Context: an optimization exercise on an open-source flow, tuned for small area. The choices shown serve that exercise and are no tape-out recipe.
At most, simulation tests tie the RTL to the original design; equivalence was not proved.
The clock port is modelled as an ideal driver, which makes a skipped or thinned clock tree look cheaper than it is; a real chip needs a root buffer or a tree.
Power figures rest on the tool's default switching activity, not on a simulated workload.

==> job 6914: inputs <==
==> flow/design.v <==
module swo_core #(
    parameter integer N = 52    
) (
    input  wire clock,
    input  wire rst,
    input  wire triggerIn,
    input  wire buttonIn,
    output wire swoOut,
    output wire ledRun,
    output wire ledMode
);
    localparam [15:0] PAYLOAD = 16'h4101;
    localparam [4:0] Q_STOP  = 5'd0;
    localparam [4:0] Q_IDLE  = 5'd12;
    localparam [4:0] Q_START = 5'd13;
    localparam [4:0] Q_WAIT  = 5'd14;
    localparam [4:0] Q_SBIT  = 5'd15;
    reg [6:0] cnt;        
    reg [3:0] hi13;       
    reg [3:0] trgCount;   
    reg [2:0] hist;       
    reg       mode;       
    reg       pend;       
    reg [4:0] q;          
    reg       encEn;
    reg       clkDly;
    reg       outPrev;
    wire tbCC  = (hi13 == 4'd9) & (cnt[2:0] == 3'd3);
    wire tbClk = (hi13 > 4'd9) | ((hi13 == 4'd9) & cnt[2]);
    wire trigger = ~triggerIn & (trgCount >= 4'd11) & (trgCount <= 4'd13);
    wire sample = (cnt == 7'h7f);
    wire dis = buttonIn ^ hist[2];
    wire btnFallNext = sample & hist[2] & hist[1] & hist[0] & ~buttonIn;
    wire qIdle  = ~q[4] & q[2] & ~q[1] & ~q[0];
    wire qStart = ~q[4] & q[2] & ~q[1] &  q[0];
    wire qSbit  = ~q[4] & q[2] &  q[1] &  q[0];
    wire qStop  = ~q[4] & ~q[2];
    wire qBit   = q[4];
    wire running = ~(~q[4] & q[2] & ~q[1]);
    wire dataBit = PAYLOAD[q[3:0]];
    reg encOut;
    always @(*) begin
        if (qSbit)     encOut = clkDly;
        else if (qBit) encOut = ~(dataBit ^ clkDly);
        else           encOut = 1'b0;
    end
    wire outRise = encOut & ~outPrev;
    wire advance = qIdle ? (trigger | mode) :
                   qStart ? 1'b1 : (encEn & tbCC);
    wire [4:0] qNext = qStop ? Q_IDLE : q + 5'd1;
    always @(posedge clock) begin
        outPrev <= encOut;
        if (encEn) clkDly <= tbClk;
        encEn <= qIdle | qStart | mode | trigger | (encEn & ~(outRise & qBit));
        if (rst) begin
            cnt      <= 7'd0;
            hi13     <= 4'd3;
            trgCount <= 4'd0;
            hist     <= 3'b000;
            mode     <= 1'b0;
            pend     <= 1'b0;
            q        <= Q_IDLE;
        end else begin
            cnt <= cnt + 7'd1;
            if (cnt[2:0] == 3'd7) hi13 <= (hi13 == 4'd15) ? 4'd3 : hi13 + 4'd1;
            if (triggerIn) trgCount <= trgCount + {3'd0, ~&trgCount};
            else           trgCount <= 4'd0;
            if (sample) begin
                hist[0] <= dis & ~hist[0];
                hist[1] <= dis & (hist[1] ^ hist[0]);
                hist[2] <= hist[2] ^ (dis & hist[1] & hist[0]);
            end
            if (pend & (~mode | qStop)) mode <= ~mode;
            pend <= (pend & mode & ~qStop) | btnFallNext;
            if (advance) q <= qNext;
        end
    end
    assign swoOut  = encOut;
    assign ledRun  = running & encEn;
    assign ledMode = mode;
endmodule
==> flow/flow/run.sh <==
#!/bin/bash
# Own layout flow: the standard ORFS flow (standard.sh, unchanged steps)
# with these settings passed to make:
#  - synthesis maps with an area-oriented ABC script and without adder-cell
#    extraction; registers are the standard ones. Each script in flow/abc/
#    is tried (synthesis only, in try_<name>/) and the one giving the least
#    cell area is used for the layout;
#  - the port buffers are buf_1 cells;
#  - CTS builds its tree from clkbuf_8 cells without dummy loads;
# and after CTS, flow/unroot.tcl removes the root clock buffer, whose only
# loads are the two or three leaf clock buffers (the clock port then drives
# them directly).
# make's output goes to flow_make_*.log here (try_<name>.log for the trials);
# each ORFS tool writes its own log under orfs/logs/ (try_<name>/logs/).
set -euo pipefail
W="$PWD"
COMMON=(ABC_AREA=1 ADDER_MAP_FILE= "BUFFER_PORTS_ARGS=-buffer_cell sky130_fd_sc_hd__buf_1"
  "CTS_ARGS=-dont_use_dummy_load -sink_clustering_enable -sink_clustering_size 40 -sink_clustering_max_diameter 200 -buf_list sky130_fd_sc_hd__clkbuf_8 -root_buf sky130_fd_sc_hd__clkbuf_8 -repair_clock_nets")
for f in flow/abc/*.script; do
  n=$(basename "$f" .script)
  cp -r "$FLOW_HOME/scripts" "scripts_$n"
  cp "$f" "scripts_$n/abc_area.script"
  sed "s#$W/orfs#$W/try_$n#g" standard.sh > "try_$n.sh"
  bash "try_$n.sh" SCRIPTS_DIR="$W/scripts_$n" "${COMMON[@]}" synth > "try_$n.log" 2>&1 &
done
wait
best=""; besta=""
for f in flow/abc/*.script; do
  n=$(basename "$f" .script)
  a=$(grep -h "Chip area for module" "try_$n/reports/$FLOW_PLATFORM/swo_core/base/synth_stat.txt" 2>/dev/null | awk '{print $NF}' | tail -1)
  echo "$n ${a:-failed}" >> synth_trials.log
  if [[ -n "$a" ]] && { [[ -z "$besta" ]] || awk "BEGIN{exit !($a < $besta)}"; }; then best=$n; besta=$a; fi
done
echo "chosen $best $besta" >> synth_trials.log
ARGS=(SCRIPTS_DIR="$W/scripts_$best" "${COMMON[@]}")
bash standard.sh "${ARGS[@]}" cts > flow_make_cts.log 2>&1
RESULTS="$W/orfs/results/$FLOW_PLATFORM/swo_core/base" openroad -no_init -exit flow/unroot.tcl > unroot.log 2>&1
bash standard.sh "${ARGS[@]}" finish > flow_make_finish.log 2>&1
==> flow/flow/abc/C.script <==
strash
&get -n
&fraig -x
&put
scorr
dc2
dretime
strash
&get -n
&dch -f
&nf -R 1000
&put
topo
==> flow/flow/abc/P.script <==
strash
&get -n
&fraig -x
&put
scorr
dc2
dretime
strash
&get -n
&dch -f
&nf -R 2000 -C 32
&put
topo
==> flow/flow/abc/R.script <==
strash
rewrite
refactor
balance
rewrite -z
refactor -z
&get -n
&dch -f
&nf -R 1000
&put
topo
==> flow/flow/abc/S.script <==
strash
&get -n
&dch
&nf -R 1000
&put
topo
==> flow/flow/abc/T.script <==
strash
rewrite
refactor
balance
rewrite -z
refactor -z
rewrite -z
balance
&get -n
&dch -f
&nf -R 1000
&put
topo
==> flow/flow/abc/U.script <==
strash
rewrite
refactor
balance
rewrite -z
refactor -z
&get -n
&fraig -x
&put
&get -n
&dch -f
&nf -R 1000
&put
topo
==> flow/flow/abc/V.script <==
strash
rewrite
refactor
rewrite -z
refactor -z
rewrite -z
&get -n
&dch -f
&nf -R 1000
&put
topo
==> flow/flow/abc/W.script <==
strash
rewrite
refactor
balance
rewrite -z
refactor -z
&get -n
&dch -f
&nf -R 1000
&put
strash
rewrite
refactor
rewrite -z
&get -n
&dch -f
&nf -R 1000
&put
topo
==> flow/flow/unroot.tcl <==
# After CTS: the root clock buffer only drives the leaf clock buffers. Drop
# it and let the clock port drive those few buffers directly.
set R $::env(RESULTS)
read_db $R/4_cts.odb
set block [ord::get_db_block]
set port_net [[$block findBTerm clock] getNet]
set loads {}
foreach it [$port_net getITerms] { lappend loads $it }
if {[llength $loads] == 1} {
  set root [[lindex $loads 0] getInst]
  set out_net ""
  foreach it [$root getITerms] {
    if {[$it isOutputSignal]} { set out_net [$it getNet] }
  }
  set leaves {}
  foreach it [$out_net getITerms] {
    if {[$it getInst] ne $root} { lappend leaves $it }
  }
  set ok [expr {[llength $leaves] <= 4}]
  foreach it $leaves {
    if {![string match "sky130_fd_sc_hd__clkbuf_*" [[[$it getInst] getMaster] getName]]} { set ok 0 }
  }
  if {$ok} {
    foreach it $leaves { $it disconnect; $it connect $port_net }
    puts "unroot: removed [$root getName], port drives [llength $leaves] buffers"
    odb::dbInst_destroy $root
    odb::dbNet_destroy $out_net
    write_db $R/4_cts.odb
  } else {
    puts "unroot: tree left as is"
  }
}
==> flow/standard.sh <==
#!/bin/bash
# synth_recipe.tcl (not shown) runs the flow's synth.tcl, then flattens the netlist and writes it again
# the make line also repeats each setting of config.mk as NAME=value (left out here)
make -C /OpenROAD-flow-scripts/flow DESIGN_CONFIG=/design/flow/config.mk WORK_HOME=/design/flow/orfs CLKGATE_MAP_FILE= SYNTH_SCRIPT=/design/flow/synth_recipe.tcl "${@:-finish}"
==> flow/config.mk <==
export PLATFORM = sky130hd
export DESIGN_NAME = swo_core
export DESIGN_NICKNAME = swo_core
export VERILOG_FILES = /design/flow/design.v
export SDC_FILE = /design/flow/constraint.sdc
export NUM_CORES = 4
export LEC_CHECK = 0
export CAP_MARGIN = 20
export CORE_AREA = 2.3 2.72 60.72 59.84
export DIE_AREA = 0 0 62.895 62.895
export SLEW_MARGIN = 20
==> flow/constraint.sdc <==
create_clock -name core_clock -period 10.0 [get_ports {clock}]
set_input_delay 2.0000 -clock core_clock [delete_from_list [all_inputs] [get_ports {clock}]]
set_output_delay 2.0000 -clock core_clock [all_outputs]
set_load 0.01 [all_outputs]
==> job 441: changes against job 6914 <==
==> flow/design.v, changed modules only <==
module swo_core #(
    parameter integer N = 52    
) (
    input  wire clock,
    input  wire rst,
    input  wire triggerIn,
    input  wire buttonIn,
    output wire swoOut,
    output wire ledRun,
    output wire ledMode
);
    localparam [15:0] PAYLOAD = 16'h4101;
    localparam [4:0] Q_STOP  = 5'd0;
    localparam [4:0] Q_IDLE  = 5'd12;
    localparam [4:0] Q_START = 5'd13;
    localparam [4:0] Q_WAIT  = 5'd14;
    localparam [4:0] Q_SBIT  = 5'd15;
    reg [6:0] dbc;        
    reg [5:0] tbs;        
    reg       tbClk;      
    reg [3:0] trgCount;   
    reg [2:0] hist;       
    reg       mode;       
    reg       pend;       
    reg [4:0] q;          
    reg       encEn;
    reg       clkDly;
    reg       outPrev;
    localparam [5:0] TB_INIT = 6'b000101;
    wire hbc  = (tbs[5:2] == 4'b0000);
    wire tbCC = hbc & ~tbClk;
    wire trigger = ~triggerIn & (trgCount >= 4'd11) & (trgCount <= 4'd13);
    wire dbz = (dbc[5:0] == 6'd0);
    wire sample = dbc[6] & dbz;
    reg [2:0] histNext;
    always @(*) begin
        casez ({hist, buttonIn})
            4'b0??0: histNext = 3'b000;
            4'b0001: histNext = 3'b001;
            4'b0011: histNext = 3'b010;
            4'b0101: histNext = 3'b011;
            4'b0111: histNext = 3'b111;
            4'b1??1: histNext = 3'b111;
            4'b1110: histNext = 3'b110;
            4'b1100: histNext = 3'b101;
            4'b1010: histNext = 3'b100;
            4'b1000: histNext = 3'b000;
            default: histNext = 3'b000;
        endcase
    end
    wire btnFallNext = sample & (hist == 3'b100) & ~buttonIn;
    wire qIdle  = ~q[4] & q[2] & ~q[1] & ~q[0];
    wire qStart = ~q[4] & q[2] & ~q[1] &  q[0];
    wire qSbit  = ~q[4] & q[2] &  q[1] &  q[0];
    wire qStop  = ~q[4] & ~q[2];
    wire qBit   = q[4];
    wire running = ~(~q[4] & q[2] & ~q[1]);
    wire dataBit = PAYLOAD[q[3:0]];
    reg encOut;
    always @(*) begin
        if (qSbit)     encOut = clkDly;
        else if (qBit) encOut = ~(dataBit ^ clkDly);
        else           encOut = 1'b0;
    end
    wire outRise = encOut & ~outPrev;
    wire advance = qIdle ? (trigger | mode) :
                   qStart ? 1'b1 : (encEn & tbCC);
    wire [4:0] qNext = qStop ? Q_IDLE : q + 5'd1;
    always @(posedge clock) begin
        outPrev <= encOut;
        if (encEn) clkDly <= tbClk;
        encEn <= qIdle | qStart | mode | trigger | (encEn & ~(outRise & qBit));
        if (rst) begin
            dbc      <= 7'd0;
            tbs      <= TB_INIT;
            tbClk    <= 1'b0;
            trgCount <= 4'd0;
            hist     <= 3'b000;
            mode     <= 1'b0;
            pend     <= 1'b0;
            q        <= Q_IDLE;
        end else begin
            dbc <= {dbc[5:0], dbc[6] ^ dbc[5] ^ dbz};
            tbs <= hbc ? TB_INIT : {tbs[4:0], tbs[5] ^ tbs[4]};
            if (hbc) tbClk <= ~tbClk;
            if (triggerIn) trgCount <= trgCount + {3'd0, ~&trgCount};
            else           trgCount <= 4'd0;
            if (sample) hist <= histNext;
            if (pend & (~mode | qStop)) mode <= ~mode;
            pend <= (pend & mode & ~qStop) | btnFallNext;
            if (advance) q <= qNext;
        end
    end
    assign swoOut  = encOut;
    assign ledRun  = running & encEn;
    assign ledMode = mode;
endmodule
==> flow/run.sh (new file) <==
#!/bin/bash
# synth_recipe.tcl (not shown) runs the flow's synth.tcl, then flattens the netlist and writes it again
# the make line also repeats each setting of config.mk as NAME=value (left out here)
make -C /OpenROAD-flow-scripts/flow DESIGN_CONFIG=/design/flow/config.mk WORK_HOME=/design/flow/orfs CLKGATE_MAP_FILE= SYNTH_SCRIPT=/design/flow/synth_recipe.tcl finish
CORE_AREA = default   (was 2.3 2.72 60.72 59.84)
CORE_MARGIN = 2   (was default)
CORE_UTILIZATION = 40   (was default)
DIE_AREA = default   (was 0 0 62.895 62.895)
removed: flow/flow/run.sh
removed: flow/flow/abc/C.script
removed: flow/flow/abc/P.script
removed: flow/flow/abc/R.script
removed: flow/flow/abc/S.script
removed: flow/flow/abc/T.script
removed: flow/flow/abc/U.script
removed: flow/flow/abc/V.script
removed: flow/flow/abc/W.script
removed: flow/flow/unroot.tcl
removed: flow/standard.sh
==> job 2777: changes against job 6914 <==
==> flow/design.v, changed modules only <==
module swo_core #(
    parameter integer N = 52    
) (
    input  wire clock,
    input  wire rst,
    input  wire triggerIn,
    input  wire buttonIn,
    output wire swoOut,
    output wire ledRun,
    output wire ledMode
);
    localparam [15:0] PAYLOAD = 16'h4101;
    localparam [4:0] Q_STOP  = 5'd0;
    localparam [4:0] Q_IDLE  = 5'd12;
    localparam [4:0] Q_START = 5'd13;
    localparam [4:0] Q_WAIT  = 5'd14;
    localparam [4:0] Q_SBIT  = 5'd15;
    reg [6:0] cnt;        
    reg [3:0] hi13;       
    reg       trgP;
    reg [2:0] trgL;
    reg [2:0] hist;       
    reg       mode;       
    reg       pend;       
    reg [4:0] q;          
    reg       encEn;
    reg       clkDly;
    reg       outPrev;
    wire tbCC  = (hi13 == 4'd9) & (cnt[2:0] == 3'd3);
    wire tbClk = (hi13 > 4'd9) | ((hi13 == 4'd9) & cnt[2]);
    wire trigger = ~triggerIn & ~trgP & (trgL >= 3'd3) & (trgL <= 3'd5);
    wire trgSat  = ~trgP & (trgL == 3'd6);
    wire sample = (cnt == 7'h7f);
    reg [2:0] histNext;
    always @(*) begin
        case (hist)
            3'd0: histNext = (buttonIn == 1'b0) ? 3'd0 : 3'd1;
            3'd1: histNext = (buttonIn == 1'b0) ? 3'd0 : 3'd3;
            3'd3: histNext = (buttonIn == 1'b0) ? 3'd0 : 3'd6;
            3'd6: histNext = (buttonIn == 1'b0) ? 3'd0 : 3'd4;
            3'd4: histNext = (buttonIn == 1'b1) ? 3'd4 : 3'd5;
            3'd5: histNext = (buttonIn == 1'b1) ? 3'd4 : 3'd7;
            3'd7: histNext = (buttonIn == 1'b1) ? 3'd4 : 3'd2;
            3'd2: histNext = (buttonIn == 1'b1) ? 3'd4 : 3'd0;
            default: histNext = 3'd0;
        endcase
    end
    wire btnFallNext = sample & (hist == 3'd2) & ~buttonIn;
    wire qIdle  = ~q[4] & q[2] & ~q[1] & ~q[0];
    wire qStart = ~q[4] & q[2] & ~q[1] &  q[0];
    wire qSbit  = ~q[4] & q[2] &  q[1] &  q[0];
    wire qStop  = ~q[4] & ~q[2];
    wire qBit   = q[4];
    wire running = ~(~q[4] & q[2] & ~q[1]);
    wire dataBit = PAYLOAD[q[3:0]];
    reg encOut;
    always @(*) begin
        if (qSbit)     encOut = clkDly;
        else if (qBit) encOut = ~(dataBit ^ clkDly);
        else           encOut = 1'b0;
    end
    wire outRise = encOut & ~outPrev;
    wire advance = qIdle ? (trigger | mode) :
                   qStart ? 1'b1 : (encEn & tbCC);
    wire [4:0] qNext = qStop ? Q_IDLE : q + 5'd1;
    always @(posedge clock) begin
        outPrev <= encOut;
        if (encEn) clkDly <= tbClk;
        encEn <= qIdle | qStart | mode | trigger | (encEn & ~(outRise & qBit));
        if (rst) begin
            cnt      <= 7'd0;
            hi13     <= 4'd3;
            trgP     <= 1'b1;
            trgL     <= 3'd0;
            hist     <= 3'd0;
            mode     <= 1'b0;
            pend     <= 1'b0;
            q        <= Q_IDLE;
        end else begin
            cnt <= cnt + 7'd1;
            if (cnt[2:0] == 3'd7) hi13 <= (hi13 == 4'd15) ? 4'd3 : hi13 + 4'd1;
            if (triggerIn) begin
                if (!trgSat) trgL <= trgL + 3'd1;
                if (trgL == 3'd6) trgP <= 1'b0;
            end else begin
                trgP <= 1'b1;
                trgL <= 3'd0;
            end
            if (sample) hist <= histNext;
            if (pend & (~mode | qStop)) mode <= ~mode;
            pend <= (pend & mode & ~qStop) | btnFallNext;
            if (advance) q <= qNext;
        end
    end
    assign swoOut  = encOut;
    assign ledRun  = running & encEn;
    assign ledMode = mode;
endmodule
--- a/flow/flow/run.sh
+++ b/flow/flow/run.sh
@@ -4,6 +4,7 @@
 #  - synthesis maps with an area-oriented ABC script and without adder-cell
 #    extraction; registers are the standard ones. Each script in flow/abc/
-#    is tried (synthesis only, in try_<name>/) and the one giving the least
-#    cell area is used for the layout;
+#    and 16 deepsyn-based scripts (seeds 1..16, written to abc_gen/) are
+#    tried (synthesis only, in try_<name>/); the one giving the least cell
+#    area is used for the layout;
 #  - the port buffers are buf_1 cells;
 #  - CTS builds its tree from clkbuf_8 cells without dummy loads;
@@ -11,11 +12,18 @@
 # loads are the two or three leaf clock buffers (the clock port then drives
 # them directly).
-# make's output goes to flow_make_*.log here (try_<name>.log for the trials);
-# each ORFS tool writes its own log under orfs/logs/ (try_<name>/logs/).
+# make's output goes to flow_make_*.log here (try_<name>.log for the trials,
+# synth_trials.log for their areas); each ORFS tool writes its own log under
+# orfs/logs/ (try_<name>/logs/ for the trials).
 set -euo pipefail
 W="$PWD"
 COMMON=(ABC_AREA=1 ADDER_MAP_FILE= "BUFFER_PORTS_ARGS=-buffer_cell sky130_fd_sc_hd__buf_1"
   "CTS_ARGS=-dont_use_dummy_load -sink_clustering_enable -sink_clustering_size 40 -sink_clustering_max_diameter 200 -buf_list sky130_fd_sc_hd__clkbuf_8 -root_buf sky130_fd_sc_hd__clkbuf_8 -repair_clock_nets")
-for f in flow/abc/*.script; do
+mkdir -p abc_gen
+for s in $(seq 1 16); do
+  printf '%s\n' strash '&get -n' "&deepsyn -J 100 -S $s -T 100" '&put' '&get -n' '&dch -f' \
+    '&nf -R 1000 -p -F 8 -A 4 -C 32' '&put' topo > "abc_gen/J$s.script"
+done
+SCRIPTS=(flow/abc/*.script abc_gen/*.script)
+for f in "${SCRIPTS[@]}"; do
   n=$(basename "$f" .script)
   cp -r "$FLOW_HOME/scripts" "scripts_$n"
@@ -26,7 +34,7 @@
 wait
 best=""; besta=""
-for f in flow/abc/*.script; do
+for f in "${SCRIPTS[@]}"; do
   n=$(basename "$f" .script)
-  a=$(grep -h "Chip area for module" "try_$n/reports/$FLOW_PLATFORM/swo_core/base/synth_stat.txt" 2>/dev/null | awk '{print $NF}' | tail -1)
+  a=$(grep -h "Chip area for module" "try_$n/reports/$FLOW_PLATFORM/swo_core/base/synth_stat.txt" 2>/dev/null | awk '{print $NF}' | tail -1 || true)
   echo "$n ${a:-failed}" >> synth_trials.log
   if [[ -n "$a" ]] && { [[ -z "$besta" ]] || awk "BEGIN{exit !($a < $besta)}"; }; then best=$n; besta=$a; fi
==> flow/flow/abc/R2.script (new file) <==
strash
rewrite
refactor
balance
rewrite -z
refactor -z
&get -n
&dch -f
&nf -R 1000 -p -F 8 -A 4 -C 32
&put
topo
==> impl_metrics.csv <==
group,metric,value,unit
power,pg_seq,0.132,mW
power,combPwrFrac,0.058,
power,power,0.2277,mW
final_layout,buf_share,0.04017,
sta,fmaxAchievable,247.9,MHz
final_layout,largest_class,"multi-input combinational cells",
critical_path,crit_slowest_cell,"clkdlybuf4s50_1",
floorplanning,fp-row-count,20,
synthesis,synth_compound_area_frac,0.1173,
outcome,status,"complete, no violations",
-- figures above: job 441

==> impl_metrics.csv <==
group,metric,value,unit
critical_path,crit_slowest_cell,"dfxtp_1",
global_routing,grt_util_all_layers,0.1042,
clocking,cts.clk_slew.worst_paths,90,ps
power,power_density,146.4,nW/µm²
outcome,status,"complete, no violations",
final_layout,buf_share,0.01944,
floorplanning,fp-row-count,21,
power,power,0.1696,mW
power,pg_seq,0.116,mW
sta,fmaxAchievable,290.2,MHz
final_layout,largest_class,"sequential cells",
drt,drc,0,
power,combPwrFrac,0.044,
synthesis,synth_compound_area_frac,0.2024,
-- figures above: job 2777

==> impl_metrics.csv <==
group,metric,value,unit
outcome,status,"complete, no violations",
synthesis,synth_most_common_cell,"dfxtp_1",
global_routing,grt_util_all_layers,0.09746,
floorplanning,fp-row-count,21,
critical_path,crit_slowest_cell,"o31ai_1",
sta,fmaxAchievable,281.3,MHz
power,combPwrFrac,0.035,
final_layout,buf_share,0.01901,
final_layout,largest_class,"sequential cells",
-- figures above: job 6914

No functional check of the RTL was part of job 441.

[port drivers added, routing unchanged]
In the flow no input, the clock included, has a driving cell. The finished layouts below were timed again as built, in two steps. Step 1 sets driving cells, clkbuf_16 on the clock port and buf_2 on the other inputs (assumed; they add their load-dependent delay and slew). Step 2 times the ports against the registers' clock, not the clock port: input delays grow and output delays shrink by t, the midpoint of the rising clock arrivals with the driver on. Slacks: ideal / step 1 / step 2; pairs: ideal / step 1.
run | t, ns | setup WS [ns] | latest minus earliest clock arrival (ns) | worst data-port slew with drivers (ns)
job 6914 | 0.175 | 6.445 / 6.459 / 6.283 | 0.013 / 0.013 | 0.03
job 441 | 0.347 | 5.966 / 5.945 / 6.292 | 0.008 / 0.008 | 0.03
job 2777 | 0.178 | 6.554 / 6.521 / 6.689 | 0.006 / 0.006 | 0.03
After both steps setup and hold are still met in every run listed. For job 6914, which loses most, drivers alone change the setup slack by +0.014 ns; drivers and shift together by -0.162 ns.
